This is an optimization exercise on Yosys and OpenROAD, whose aim is small area, not a production implementation.
Function was checked by simulation only, so behaviour that the tests miss may differ from the original.
Power is estimated from default activity; no workload was simulated.

Setup of job 102:
## voice_filter
module voice_filter (
    input  wire        clk,
    input  wire        rst,        
    input  wire        start,
    input  wire [31:0] x,
    input  wire        topo,       
    input  wire [1:0]  ftype,      
    input  wire [31:0] a0,
    input  wire [31:0] a1,
    input  wire [31:0] a2,
    input  wire [31:0] b1,
    input  wire [31:0] b2,
    input  wire [31:0] f1,
    input  wire [31:0] q,
    output reg         done,
    output wire [31:0] y
);
==> flow/config.mk <==
export PLATFORM = sky130hd
export DESIGN_NAME = voice_filter
export DESIGN_NICKNAME = voice_filter
export VERILOG_FILES = /design/flow/design.v
export SDC_FILE = /design/flow/constraint.sdc
export NUM_CORES = 4
export LEC_CHECK = 0
export CAP_MARGIN = 20
export CORE_MARGIN = 2
export CORE_UTILIZATION = 40
export SLEW_MARGIN = 20
export BUFFER_PORTS_ARGS = -buffer_cell sky130_fd_sc_hd__buf_1
export CTS_ARGS = -sink_clustering_enable -repair_clock_nets -dont_use_dummy_load -sink_clustering_size 10 -sink_clustering_max_diameter 100 -buf_list {sky130_fd_sc_hd__clkbuf_8}
==> flow/constraint.sdc <==
create_clock -name core_clock -period 22.0 [get_ports {clk}]
set_input_delay 4.4000 -clock core_clock [delete_from_list [all_inputs] [get_ports {clk}]]
set_output_delay 4.4000 -clock core_clock [all_outputs]
set_load 0.01 [all_outputs]
standard.sh (not shown) runs the stock make flow with config.mk's settings and CLKGATE_MAP_FILE= SYNTH_SCRIPT=/design/flow/synth_recipe.tcl, a recipe that flattens the netlist after the stock synthesis.
==> flow/flow/run.sh <==
#!/bin/bash
# The standard layout (the standard.sh, standard synthesis included),
# with two changes: the buffer that placement puts on every input and output
# port is sky130_fd_sc_hd__buf_1, and clock tree synthesis adds no dummy
# loads, and its sink clusters and buffers are set below.
set -euo pipefail
cd "$(dirname "$0")/.."
cat >> config.mk <<'MK'
export BUFFER_PORTS_ARGS = -buffer_cell sky130_fd_sc_hd__buf_1
export CTS_ARGS = -sink_clustering_enable -repair_clock_nets -dont_use_dummy_load -sink_clustering_size 10 -sink_clustering_max_diameter 100 -buf_list {sky130_fd_sc_hd__clkbuf_8}
MK
bash standard.sh finish > standard_flow.log 2>&1
Job 102: all stages complete, timing, DRC and antenna checks passed
diff inputs: job 102 => job 105
-- flow/design.v --
<<< job 102, line 180
    end
    reg [3:0] st_n, pc_n;
    always @(*) begin
        st_n = st;
        pc_n = pc;
        if (fin && (c_dest == D_NONE || c_dest == D_ACC) && !c_last)
            pc_n = pc + 4'd1;
        case (st)
            S_IDLE:  if (start) begin pc_n = 4'd0; st_n = S_MLOAD; end
            S_MLOAD: if (rdy) st_n = S_MIT;
            S_MIT:   if (cnt == 5'd11 && !(nanF || infF)) st_n = S_NORM;
>>> job 105, line 180
    end
    reg [3:0] st_n, pc_n;
    reg       pc_inc, pc_zero;
    always @(*) begin
        st_n = st;
        pc_n = pc;
        pc_inc = 1'b0;
        pc_zero = 1'b0;
        if (fin && (c_dest == D_NONE || c_dest == D_ACC) && !c_last)
            begin pc_n = pc + 4'd1; pc_inc = 1'b1; end
        case (st)
            S_IDLE:  if (start) begin pc_n = 4'd0; pc_zero = 1'b1; st_n = S_MLOAD; end
            S_MLOAD: if (rdy) st_n = S_MIT;
            S_MIT:   if (cnt == 5'd11 && !(nanF || infF)) st_n = S_NORM;
<<< job 102, line 198
            S_WR:    if (hs == dslot) begin
                         if (c_last) st_n = S_IDLE;
                         else begin pc_n = pc + 4'd1; st_n = n_first; end
                     end
            S_UPDX:  if (hs == dslot) st_n = S_UPD0;
>>> job 105, line 201
            S_WR:    if (hs == dslot) begin
                         if (c_last) st_n = S_IDLE;
                         else begin pc_n = pc + 4'd1; pc_inc = 1'b1; st_n = n_first; end
                     end
            S_UPDX:  if (hs == dslot) st_n = S_UPD0;
<<< job 102, line 212
        if (rst) st_n = S_IDLE;
    end
    wire [15:0] cur_n = prog(topo, ftype, pc_n);
    wire [3:0]  bsel_n = (st_n == S_MIT) ? cur_n[9:6] :
                         (st_n == S_UPDX) ? B_X :
>>> job 105, line 215
        if (rst) st_n = S_IDLE;
    end
    wire [15:0] cur_n = pc_zero ? prog(topo, ftype, 4'd0) : pc_inc ? nxt : cur;
    wire [3:0]  bsel_n = (st_n == S_MIT) ? cur_n[9:6] :
                         (st_n == S_UPDX) ? B_X :
## What came out
- Every stage of the flow completed for job 105, and the final layout passed the timing, DRC and antenna checks.
- Between job 102 and job 105, the difference in cell count after placement is negligible.
- Compared with job 102, in job 105 aggregate global-route resource usage -1.5 points, compound-cell area share of the yosys netlist grew by 0.17 points, wire length on met3 lower.
- Run comparison: job 105 capture point of the worst path sel[8]$_DFF_P_; job 102 capture point of the worst path sel[0]$_DFF_P_
- Job 102 → job 105: total power now smaller, die outline area now smaller, number of library cell types mapped by synthesis now smaller, met2 demand-to-capacity share in global routing now smaller.

[separate check: timing with driven ports]
In the flow no input, the clock included, has a driving cell. The finished layouts below were timed again as built, in two steps. Step 1 assumes that a clkbuf_16 drives the clock port and a buf_2 every other input. Step 2 moves the port delays by t, midway between the first and last clock arrival at a register: inputs arrive t later, outputs are due t later. That takes back most of the time a late clock gives input paths. a / b / c = no drivers / after step 1 / after step 2; a / b = the first two.
run	t (ns)	setup WS [ns]	worst setup path after step 2	latest minus earliest clock arrival (ns)
job 102	0.653	11.619 / 11.645 / 10.992	input to register	0.056 / 0.055
job 105	0.647	11.403 / 11.431 / 10.784	input to register	0.041 / 0.041
After both steps every run listed still meets setup and hold. For job 102, which loses most, drivers alone change the setup slack by +0.026 ns; drivers and shift together by -0.627 ns.
